This design comes from an exercise in tuning for small area, a short achievable clock period and few clock cycles per item on the open sky130 flow, not from production work. Function was checked by simulation only, so behaviour that the tests miss may differ from the original. Power figures rest on the tool's default switching activity, not on a simulated workload.

==> quartz: inputs <==
==> flow/design.v <==
module lora_tx_encoder (
    input  wire        clk,
    input  wire        rst,           
    input  wire        start,
    input  wire [3:0]  cfg_sf,        
    input  wire [3:0]  cfg_ppm,       
    input  wire [2:0]  cfg_rdd,       
    input  wire        cfg_explicit,  
    input  wire        nib_valid,
    output wire        nib_ready,
    input  wire [3:0]  nib_data,
    output wire        sym_valid,
    input  wire        sym_ready,
    output wire [15:0] sym_data
);
    localparam [63:0] MASK_N0 = {8'b00001011, 8'b00001101, 8'b00000111, 8'b00001110, 8'b00000001, 8'b00000010, 8'b00000100, 8'b00001000};
    localparam [63:0] MASK_N4 = {8'b10110000, 8'b11010000, 8'b01110000, 8'b11100000, 8'b00010000, 8'b00100000, 8'b01000000, 8'b10000000};
    localparam [63:0] MASK_10 = {8'b00000001, 8'b00000001, 8'b00000001, 8'b00001111, 8'b00000001, 8'b00000010, 8'b00000100, 8'b00001000};
    localparam [63:0] MASK_14 = {8'b00010000, 8'b00010000, 8'b00010000, 8'b11110000, 8'b00010000, 8'b00100000, 8'b01000000, 8'b10000000};
    localparam [7:0]  R_N     = 8'b11111111;
    localparam [55:0] R_1     = {8'b01000011, 8'b10000111, 8'b00001111, 8'b00011111, 8'b00111111, 8'b01111111, 8'b11111111};
    reg  [2:0]  sh;                   
    reg  [3:0]  ppm;
    reg  [2:0]  bw1;                  
    reg         rdd1;                 
    reg         expl;
    reg  [11:0] bp [0:7];             
    reg  [3:0]  j;                    
    reg         b_hdr;                
    reg         b_hdr_out;            
    reg         b_full;
    reg         nr;                   
    reg  [7:0]  r;
    reg         widx;
    reg         ws1;                  
    reg  [11:0] ap [0:7];             
    reg  [2:0]  k;                    
    reg         a_full;
    wire [63:0] mask = widx ? (ws1 ? MASK_10 : MASK_N0) : (ws1 ? MASK_14 : MASK_N4);
    reg  [7:0]  skey;
    integer l;
    always @* begin
        for (l = 0; l < 8; l = l + 1)
            skey[l] = ^(r & mask[8*l +: 8]);
    end
    wire [3:0] d   = nib_data;
    wire       plain = b_hdr && expl && (j < 4'd6);
    wire [7:0] key = skey & {8{!plain}};
    wire       b4  = d[0] ^ d[1] ^ d[2] ^ (d[3] & !b_hdr & rdd1);
    wire [7:0] cw  = {d[0] ^ d[2] ^ d[3], d[0] ^ d[1] ^ d[3], d[1] ^ d[2] ^ d[3], b4, d} ^ key;
    wire       accept = nib_valid && nr;
    wire       b_last = (j == ppm);
    assign nib_ready = nr;
    wire [3:0] nskip  = ppm - (expl ? 4'd5 : 4'd0);
    wire       reseed = accept && b_last && b_hdr && rdd1;
    wire       a_last = (k == 3'd0);
    wire       sel_b  = !a_full || a_last;      
    wire       a_en   = a_full ? sym_ready : b_full;
    wire       xfer   = b_full && (!a_full || (a_last && sym_ready));
    wire [3:0] wsel = 4'd12 - ppm;              
    reg [11:0] anext [0:6];
    integer p;
    always @* begin
        for (p = 0; p < 7; p = p + 1)
            anext[p] = sel_b ? bp[p] : {ap[p+1][wsel], ap[p+1][11:1]};
    end
    reg [11:0] g;
    integer q;
    always @* begin
        g[11] = anext[0][11];
        for (q = 10; q >= 0; q = q - 1)
            g[q] = g[q+1] ^ anext[0][q];
        for (q = 0; q < 12; q = q + 1)
            if (q < wsel) g[q] = 1'b0;
    end
    wire [11:0] sym_n = g >> sh;
    assign sym_valid = a_full;
    assign sym_data  = {4'd0, ap[0]};
    wire       a_full_n = xfer || (a_full && !(a_last && sym_ready));
    wire       b_full_n = (accept && b_last) || (b_full && !xfer);
    wire [3:0] ppm_in   = (cfg_ppm == 4'd0) ? cfg_sf : cfg_ppm;
    integer i;
    always @(posedge clk) begin
        if (accept)
            for (i = 0; i < 8; i = i + 1)
                bp[i] <= {cw[i], bp[i][11:1]};
        if (a_en) begin
            ap[0] <= sym_n;
            for (i = 1; i < 7; i = i + 1)
                ap[i] <= anext[i];
            ap[7] <= bp[7];
            k <= sel_b ? (b_hdr_out ? 3'd7 : bw1) : k - 3'd1;
        end
        if (rst) begin
            a_full <= 1'b0;
            b_full <= 1'b0;
            nr     <= 1'b0;
        end else if (start) begin
            sh     <= 3'd4 - cfg_sf[2:0];       
            ppm    <= ppm_in;
            bw1    <= 3'd3 + cfg_rdd;
            rdd1   <= (cfg_rdd == 3'd1);
            expl   <= cfg_explicit;
            a_full <= 1'b0;
            b_full <= 1'b0;
            nr     <= 1'b1;
            b_hdr  <= 1'b1;
            b_hdr_out <= 1'b1;
            j      <= 4'd1;
            r      <= R_N;
            widx   <= 1'b0;
            ws1    <= 1'b0;
        end else begin
            a_full <= a_full_n;
            b_full <= b_full_n;
            nr     <= !b_full_n || !a_full_n;
            if (xfer)
                b_hdr_out <= 1'b0;
            if (reseed) begin
                r    <= R_1[8*nskip[3:1] +: 8];
                widx <= nskip[0];
                ws1  <= 1'b1;
            end else if (accept && !plain) begin
                if (widx)
                    r <= {r[4] ^ r[3] ^ r[2] ^ r[0], r[7:1]};
                widx <= ~widx;
            end
            if (accept) begin
                if (b_last) begin
                    j     <= 4'd1;
                    b_hdr <= 1'b0;
                end else begin
                    j <= j + 4'd1;
                end
            end
        end
    end
endmodule
==> flow/flow/run.sh <==
#!/bin/bash
# Standard layout, with repair_timing asked to leave extra setup slack so that
# the achieved period (clock period less setup slack) comes out short.
set -euo pipefail
bash standard.sh SETUP_SLACK_MARGIN=10 ABC_AREA=1 'BUFFER_PORTS_ARGS=-buffer_cell sky130_fd_sc_hd__buf_2' CTS_CLUSTER_SIZE=24 CTS_CLUSTER_DIAMETER=120 finish > make.log 2>&1
==> flow/standard.sh <==
#!/bin/bash
# synth_recipe.tcl (not shown) runs the flow's synth.tcl, then flattens the netlist and writes it again
# the make line also repeats each setting of config.mk as NAME=value (left out here)
make -C /OpenROAD-flow-scripts/flow DESIGN_CONFIG=/design/flow/config.mk WORK_HOME=/design/flow/orfs CLKGATE_MAP_FILE= SYNTH_SCRIPT=/design/flow/synth_recipe.tcl "${@:-finish}"
==> flow/config.mk <==
export PLATFORM = sky130hd
export DESIGN_NAME = lora_tx_encoder
export DESIGN_NICKNAME = lora_tx_encoder
export VERILOG_FILES = /design/flow/design.v
export SDC_FILE = /design/flow/constraint.sdc
export NUM_CORES = 4
export LEC_CHECK = 0
export CAP_MARGIN = 20
export CORE_MARGIN = 2
export CORE_UTILIZATION = 40
export SLEW_MARGIN = 20
==> flow/constraint.sdc <==
create_clock -name core_clock -period 14.0 [get_ports {clk}]
set_input_delay 2.8000 -clock core_clock [delete_from_list [all_inputs] [get_ports {clk}]]
set_output_delay 2.8000 -clock core_clock [all_outputs]
set_load 0.01 [all_outputs]
==> juniper: changes against quartz <==
==> flow/flow/run.sh (replaced) <==
#!/bin/bash
# Standard layout, with repair_timing asked to leave extra setup slack so that
# the achieved period (clock period less setup slack) comes out short.
set -euo pipefail
bash standard.sh SETUP_SLACK_MARGIN=10.2 CORE_UTILIZATION=60 ABC_AREA=1 'BUFFER_PORTS_ARGS=-buffer_cell sky130_fd_sc_hd__buf_2' CTS_BUF_LIST=sky130_fd_sc_hd__clkbuf_8 CTS_CLUSTER_SIZE=14 CTS_CLUSTER_DIAMETER=60 finish > make.log 2>&1
==> comparison <==
quartz went through all stages and came out clean. juniper ran to the end with no violations.
Die area: juniper is smaller than quartz (33%).
In sequential cell count, juniper and quartz do not differ.
In quartz the clock power is higher than in juniper, by about 5%.
In quartz the clock skew is lower than in juniper, by 0.015 ns.
Testbench counts of quartz, summed over its fixed seeds: cycles 7,627, symbols 5,535.
Testbench counts of juniper, summed over its fixed seeds: cycles 7,627, symbols 5,535.

* * *

==> inputs of branch nickel <==
RTL: the design.v shown in full above, as it stands there.
clock: 14.0 ns
lec_check: 0
cap_margin: 20
core_margin: 2
core_utilization: 40
slew_margin: 20
standard.sh (not shown) runs the stock make flow with config.mk's settings and CLKGATE_MAP_FILE= SYNTH_SCRIPT=/design/flow/synth_recipe.tcl, a recipe that flattens the netlist after the stock synthesis.
==> flow/flow/run.sh <==
#!/bin/bash
# Standard layout, with repair_timing asked to leave extra setup slack so that
# the achieved period (clock period less setup slack) comes out short.
set -euo pipefail
bash standard.sh SETUP_SLACK_MARGIN=10.2 CORE_UTILIZATION=60 ABC_AREA=1 'BUFFER_PORTS_ARGS=-buffer_cell sky130_fd_sc_hd__buf_2' CTS_CLUSTER_SIZE=24 CTS_CLUSTER_DIAMETER=120 finish > make.log 2>&1
==> branch ember: changes against branch nickel <==
--- a/flow/design.v
+++ b/flow/design.v
@@ -15,10 +15,7 @@
 );
-    localparam [63:0] MASK_N0 = {8'b00001011, 8'b00001101, 8'b00000111, 8'b00001110, 8'b00000001, 8'b00000010, 8'b00000100, 8'b00001000};
-    localparam [63:0] MASK_N4 = {8'b10110000, 8'b11010000, 8'b01110000, 8'b11100000, 8'b00010000, 8'b00100000, 8'b01000000, 8'b10000000};
-    localparam [63:0] MASK_10 = {8'b00000001, 8'b00000001, 8'b00000001, 8'b00001111, 8'b00000001, 8'b00000010, 8'b00000100, 8'b00001000};
-    localparam [63:0] MASK_14 = {8'b00010000, 8'b00010000, 8'b00010000, 8'b11110000, 8'b00010000, 8'b00100000, 8'b01000000, 8'b10000000};
-    localparam [7:0]  R_N     = 8'b11111111;
-    localparam [55:0] R_1     = {8'b01000011, 8'b10000111, 8'b00001111, 8'b00011111, 8'b00111111, 8'b01111111, 8'b11111111};
+    localparam [63:0] SEED_N = 64'hE85C2EFFFFFFFFFF;
+    localparam [63:0] SEED_1 = 64'hF8ECFEEFEFEFEFEF;
     reg  [2:0]  sh;                   
-    reg  [3:0]  ppm;
+    reg  [3:0]  wsel;                 
+    reg  [3:0]  pm1;                  
     reg  [2:0]  bw1;                  
@@ -31,6 +28,8 @@
     reg         b_full;
+    reg         reseed;               
+    reg  [2:0]  skip;                 
+    reg         fresh;                
     reg         nr;                   
-    reg  [7:0]  r;
+    reg  [63:0] s;
     reg         widx;
-    reg         ws1;                  
     reg  [11:0] ap [0:7];             
@@ -38,11 +37,5 @@
     reg         a_full;
-    wire [63:0] mask = widx ? (ws1 ? MASK_10 : MASK_N0) : (ws1 ? MASK_14 : MASK_N4);
-    reg  [7:0]  skey;
-    integer l;
-    always @* begin
-        for (l = 0; l < 8; l = l + 1)
-            skey[l] = ^(r & mask[8*l +: 8]);
-    end
     wire [3:0] d   = nib_data;
-    wire       plain = b_hdr && expl && (j < 4'd6);
+    wire       plain = b_hdr && expl && (j < 4'd5);
+    wire [7:0] skey = fresh ? SEED_N[39:32] : (widx ? s[7:0] : s[39:32]);
     wire [7:0] key = skey & {8{!plain}};
@@ -51,6 +44,4 @@
     wire       accept = nib_valid && nr;
-    wire       b_last = (j == ppm);
+    wire       b_last = (j == pm1);
     assign nib_ready = nr;
-    wire [3:0] nskip  = ppm - (expl ? 4'd5 : 4'd0);
-    wire       reseed = accept && b_last && b_hdr && rdd1;
     wire       a_last = (k == 3'd0);
@@ -59,3 +50,2 @@
     wire       xfer   = b_full && (!a_full || (a_last && sym_ready));
-    wire [3:0] wsel = 4'd12 - ppm;              
     reg [11:0] anext [0:6];
@@ -80,3 +70,9 @@
     wire       b_full_n = (accept && b_last) || (b_full && !xfer);
+    wire       reseed_n = accept && b_last && b_hdr && rdd1;
+    wire [2:0] skip_n   = reseed ? nskip[3:1] : (skip != 3'd0) ? skip - 3'd1 : 3'd0;
+    wire [3:0] nskip    = pm1 + 4'd1 - (expl ? 4'd5 : 4'd0);    
     wire [3:0] ppm_in   = (cfg_ppm == 4'd0) ? cfg_sf : cfg_ppm;
+    function [63:0] step(input [63:0] r);
+        step = {r[39:32] ^ r[31:24] ^ r[23:16] ^ r[7:0], r[63:8]};
+    endfunction
     integer i;
@@ -93,2 +89,8 @@
         end
+        if (fresh)
+            s <= SEED_N;
+        else if (reseed)
+            s <= SEED_1;
+        else if (skip != 3'd0 || (accept && !plain && widx))
+            s <= step(s);
         if (rst) begin
@@ -96,2 +98,5 @@
             b_full <= 1'b0;
+            reseed <= 1'b0;
+            skip   <= 3'd0;
+            fresh  <= 1'b0;
             nr     <= 1'b0;
@@ -99,3 +104,4 @@
             sh     <= 3'd4 - cfg_sf[2:0];       
-            ppm    <= ppm_in;
+            wsel   <= 4'd12 - ppm_in;
+            pm1    <= ppm_in - 4'd1;
             bw1    <= 3'd3 + cfg_rdd;
@@ -105,2 +111,5 @@
             b_full <= 1'b0;
+            reseed <= 1'b0;
+            skip   <= 3'd0;
+            fresh  <= 1'b1;
             nr     <= 1'b1;
@@ -108,24 +117,18 @@
             b_hdr_out <= 1'b1;
-            j      <= 4'd1;
-            r      <= R_N;
+            j      <= 4'd0;
             widx   <= 1'b0;
-            ws1    <= 1'b0;
         end else begin
+            fresh  <= 1'b0;
             a_full <= a_full_n;
             b_full <= b_full_n;
-            nr     <= !b_full_n || !a_full_n;
+            reseed <= reseed_n;
+            skip   <= skip_n;
+            nr     <= (!b_full_n || !a_full_n) && !reseed_n && (skip_n == 3'd0);
             if (xfer)
                 b_hdr_out <= 1'b0;
-            if (reseed) begin
-                r    <= R_1[8*nskip[3:1] +: 8];
-                widx <= nskip[0];
-                ws1  <= 1'b1;
-            end else if (accept && !plain) begin
-                if (widx)
-                    r <= {r[4] ^ r[3] ^ r[2] ^ r[0], r[7:1]};
-                widx <= ~widx;
-            end
             if (accept) begin
+                if (!plain)
+                    widx <= ~widx;
                 if (b_last) begin
-                    j     <= 4'd1;
+                    j     <= 4'd0;
                     b_hdr <= 1'b0;
@@ -135,2 +138,4 @@
             end
+            if (reseed)
+                widx <= nskip[0];
         end
==> flow/flow/run.sh (replaced) <==
#!/bin/bash
# Standard layout, with repair_timing asked to leave extra setup slack so that
# the achieved period (clock period less setup slack) comes out short.
set -euo pipefail
bash standard.sh SETUP_SLACK_MARGIN=10.4 ABC_AREA=1 'BUFFER_PORTS_ARGS=-buffer_cell sky130_fd_sc_hd__buf_2' CTS_CLUSTER_SIZE=24 CTS_CLUSTER_DIAMETER=120 finish > make.log 2>&1
==> branch lagoon: changes against branch nickel <==
--- a/flow/design.v
+++ b/flow/design.v
@@ -15,10 +15,7 @@
 );
-    localparam [63:0] MASK_N0 = {8'b00001011, 8'b00001101, 8'b00000111, 8'b00001110, 8'b00000001, 8'b00000010, 8'b00000100, 8'b00001000};
-    localparam [63:0] MASK_N4 = {8'b10110000, 8'b11010000, 8'b01110000, 8'b11100000, 8'b00010000, 8'b00100000, 8'b01000000, 8'b10000000};
-    localparam [63:0] MASK_10 = {8'b00000001, 8'b00000001, 8'b00000001, 8'b00001111, 8'b00000001, 8'b00000010, 8'b00000100, 8'b00001000};
-    localparam [63:0] MASK_14 = {8'b00010000, 8'b00010000, 8'b00010000, 8'b11110000, 8'b00010000, 8'b00100000, 8'b01000000, 8'b10000000};
-    localparam [7:0]  R_N     = 8'b11111111;
-    localparam [55:0] R_1     = {8'b01000011, 8'b10000111, 8'b00001111, 8'b00011111, 8'b00111111, 8'b01111111, 8'b11111111};
+    localparam [63:0] SEED_N = 64'hE85C2EFFFFFFFFFF;
+    localparam [63:0] SEED_1 = 64'hF8ECFEEFEFEFEFEF;
     reg  [2:0]  sh;                   
-    reg  [3:0]  ppm;
+    reg  [3:0]  wsel;                 
+    reg  [3:0]  pm1;                  
     reg  [2:0]  bw1;                  
@@ -31,6 +28,8 @@
     reg         b_full;
+    reg         reseed;               
+    reg  [2:0]  skip;                 
+    reg         fresh;                
     reg         nr;                   
-    reg  [7:0]  r;
+    reg  [63:0] s;
     reg         widx;
-    reg         ws1;                  
     reg  [11:0] ap [0:7];             
@@ -38,11 +37,5 @@
     reg         a_full;
-    wire [63:0] mask = widx ? (ws1 ? MASK_10 : MASK_N0) : (ws1 ? MASK_14 : MASK_N4);
-    reg  [7:0]  skey;
-    integer l;
-    always @* begin
-        for (l = 0; l < 8; l = l + 1)
-            skey[l] = ^(r & mask[8*l +: 8]);
-    end
     wire [3:0] d   = nib_data;
-    wire       plain = b_hdr && expl && (j < 4'd6);
+    wire       plain = b_hdr && expl && (j < 4'd5);
+    wire [7:0] skey = fresh ? SEED_N[39:32] : (widx ? s[7:0] : s[39:32]);
     wire [7:0] key = skey & {8{!plain}};
@@ -51,6 +44,4 @@
     wire       accept = nib_valid && nr;
-    wire       b_last = (j == ppm);
+    wire       b_last = (j == pm1);
     assign nib_ready = nr;
-    wire [3:0] nskip  = ppm - (expl ? 4'd5 : 4'd0);
-    wire       reseed = accept && b_last && b_hdr && rdd1;
     wire       a_last = (k == 3'd0);
@@ -59,3 +50,2 @@
     wire       xfer   = b_full && (!a_full || (a_last && sym_ready));
-    wire [3:0] wsel = 4'd12 - ppm;              
     reg [11:0] anext [0:6];
@@ -80,3 +70,9 @@
     wire       b_full_n = (accept && b_last) || (b_full && !xfer);
+    wire       reseed_n = accept && b_last && b_hdr && rdd1;
+    wire [2:0] skip_n   = reseed ? nskip[3:1] : (skip != 3'd0) ? skip - 3'd1 : 3'd0;
+    wire [3:0] nskip    = pm1 + 4'd1 - (expl ? 4'd5 : 4'd0);    
     wire [3:0] ppm_in   = (cfg_ppm == 4'd0) ? cfg_sf : cfg_ppm;
+    function [63:0] step(input [63:0] r);
+        step = {r[39:32] ^ r[31:24] ^ r[23:16] ^ r[7:0], r[63:8]};
+    endfunction
     integer i;
@@ -93,2 +89,8 @@
         end
+        if (fresh)
+            s <= SEED_N;
+        else if (reseed)
+            s <= SEED_1;
+        else if (skip != 3'd0 || (accept && !plain && widx))
+            s <= step(s);
         if (rst) begin
@@ -96,2 +98,5 @@
             b_full <= 1'b0;
+            reseed <= 1'b0;
+            skip   <= 3'd0;
+            fresh  <= 1'b0;
             nr     <= 1'b0;
@@ -99,3 +104,4 @@
             sh     <= 3'd4 - cfg_sf[2:0];       
-            ppm    <= ppm_in;
+            wsel   <= 4'd12 - ppm_in;
+            pm1    <= ppm_in - 4'd1;
             bw1    <= 3'd3 + cfg_rdd;
@@ -105,2 +111,5 @@
             b_full <= 1'b0;
+            reseed <= 1'b0;
+            skip   <= 3'd0;
+            fresh  <= 1'b1;
             nr     <= 1'b1;
@@ -108,24 +117,18 @@
             b_hdr_out <= 1'b1;
-            j      <= 4'd1;
-            r      <= R_N;
+            j      <= 4'd0;
             widx   <= 1'b0;
-            ws1    <= 1'b0;
         end else begin
+            fresh  <= 1'b0;
             a_full <= a_full_n;
             b_full <= b_full_n;
-            nr     <= !b_full_n || !a_full_n;
+            reseed <= reseed_n;
+            skip   <= skip_n;
+            nr     <= (!b_full_n || !a_full_n) && !reseed_n && (skip_n == 3'd0);
             if (xfer)
                 b_hdr_out <= 1'b0;
-            if (reseed) begin
-                r    <= R_1[8*nskip[3:1] +: 8];
-                widx <= nskip[0];
-                ws1  <= 1'b1;
-            end else if (accept && !plain) begin
-                if (widx)
-                    r <= {r[4] ^ r[3] ^ r[2] ^ r[0], r[7:1]};
-                widx <= ~widx;
-            end
             if (accept) begin
+                if (!plain)
+                    widx <= ~widx;
                 if (b_last) begin
-                    j     <= 4'd1;
+                    j     <= 4'd0;
                     b_hdr <= 1'b0;
@@ -135,2 +138,4 @@
             end
+            if (reseed)
+                widx <= nskip[0];
         end
==> flow/run.sh (new file) <==
#!/bin/bash
# synth_recipe.tcl (not shown) runs the flow's synth.tcl, then flattens the netlist and writes it again
# the make line also repeats each setting of config.mk as NAME=value (left out here)
make -C /OpenROAD-flow-scripts/flow DESIGN_CONFIG=/design/flow/config.mk WORK_HOME=/design/flow/orfs CLKGATE_MAP_FILE= SYNTH_SCRIPT=/design/flow/synth_recipe.tcl finish
removed: flow/flow/run.sh
removed: flow/standard.sh
==> qor summary <==
Result of the run: branch lagoon finished clean; branch ember finished clean; branch nickel finished clean
Area taken by flip-flops and latches: branch lagoon 7960 sq um; branch ember 7960 sq um; branch nickel 6760 sq um
Synthesized-area fraction occupied by ao, oa, aoi and oai cells: branch lagoon 0.0529; branch ember 0.106; branch nickel 0.0856
Type of the worst setup path: branch lagoon in2reg; branch ember reg2out; branch nickel reg2out
Final worst path period share: branch lagoon 0.350; branch ember 0.273; branch nickel 0.272
Detail-routed net length per standard cell: branch lagoon 15.3 um; branch ember 15.4 um; branch nickel 17.1 um
Max rail drop VDD: branch lagoon 0.0962 mV; branch ember 0.0896 mV; branch nickel 0.108 mV
Vias per inst: branch lagoon 4.99; branch ember 5.01; branch nickel 5.57
Clock buffers: branch lagoon 32; branch ember 22; branch nickel 16
Register-to-Register Path Depth: branch lagoon 8; branch ember 27; branch nickel 30
Clock share of power: branch lagoon 0.389; branch ember 0.289; branch nickel 0.296
Area share of the leading cell type in the synthesized netlist: branch lagoon 0.510; branch ember 0.515; branch nickel 0.638
Buffers inserted during post-CTS setup optimization: branch lagoon 0; branch ember 11; branch nickel 4
Final worst slack: branch lagoon 9.11 ns; branch ember 10.17 ns; branch nickel 10.19 ns
Vias in the first global route: branch lagoon 7604; branch ember 7911; branch nickel 6383
Core Util, Final: branch lagoon 0.459; branch ember 0.454; branch nickel 0.680
Mapped Avg Cell Area: branch lagoon 11.6 sq um; branch ember 10.3 sq um; branch nickel 10.4 sq um
Worst reg2reg path startpoint: branch lagoon wsel[2]$_DFFE_PP_; branch ember k[0]$_DFFE_PP_; branch nickel ppm[0]$_DFFE_PP_
Area growth, synth to finish: branch lagoon 13.1%; branch ember 12.3%; branch nickel 11.4%
Internal Pwr Total: branch lagoon 1540 uW; branch ember 1300 uW; branch nickel 995 uW
Setup skew after layout: branch lagoon 0.0256 ns; branch ember 0.0259 ns; branch nickel 0.0193 ns
Testbench counts of branch nickel, summed over its fixed seeds: cycles 7,627, symbols 5,535.
Testbench counts of branch ember, summed over its fixed seeds: cycles 7,660, symbols 5,535.
Testbench counts of branch lagoon, summed over its fixed seeds: cycles 7,660, symbols 5,535.

-- afterwards: timing with drivers on the ports --
No port has a modelled driver above. Below, the same layouts with a new extraction and two added sets of constraints. Step 1 assumes that a clkbuf_16 drives the clock port and a buf_2 every other input. Step 2 adds t to the input delays and takes it off the output delays; t is the mean of the earliest and latest rising clock arrival at the registers after step 1. Input paths then give back, and output paths get back, about the clock's delay inside the block. a / b / c = ideal ports / drivers / drivers and shift; a / b = the first two.
run	shift t [ns]	slack for setup (ns)	hold WS [ns]	worst setup path at the end	pins driven straight from the clock port
quartz	0.523	10.074 / 10.026 / 9.589	0.436 / 0.436 / 0.436	input to register	1
juniper	0.576	10.150 / 10.110 / 9.721	0.425 / 0.425 / 0.425	input to register	1
branch nickel	0.516	10.192 / 10.147 / 9.772	0.424 / 0.424 / 0.424	input to register	1
branch ember	0.540	10.172 / 10.124 / 9.930	0.427 / 0.427 / 0.427	input to register	1
branch lagoon	0.595	9.106 / 9.131 / 8.536	0.418 / 0.418 / 0.418	input to register	1
After both steps every run listed still meets setup and hold. For branch lagoon, which loses most, drivers alone change the setup slack by +0.025 ns; drivers and shift together by -0.570 ns.
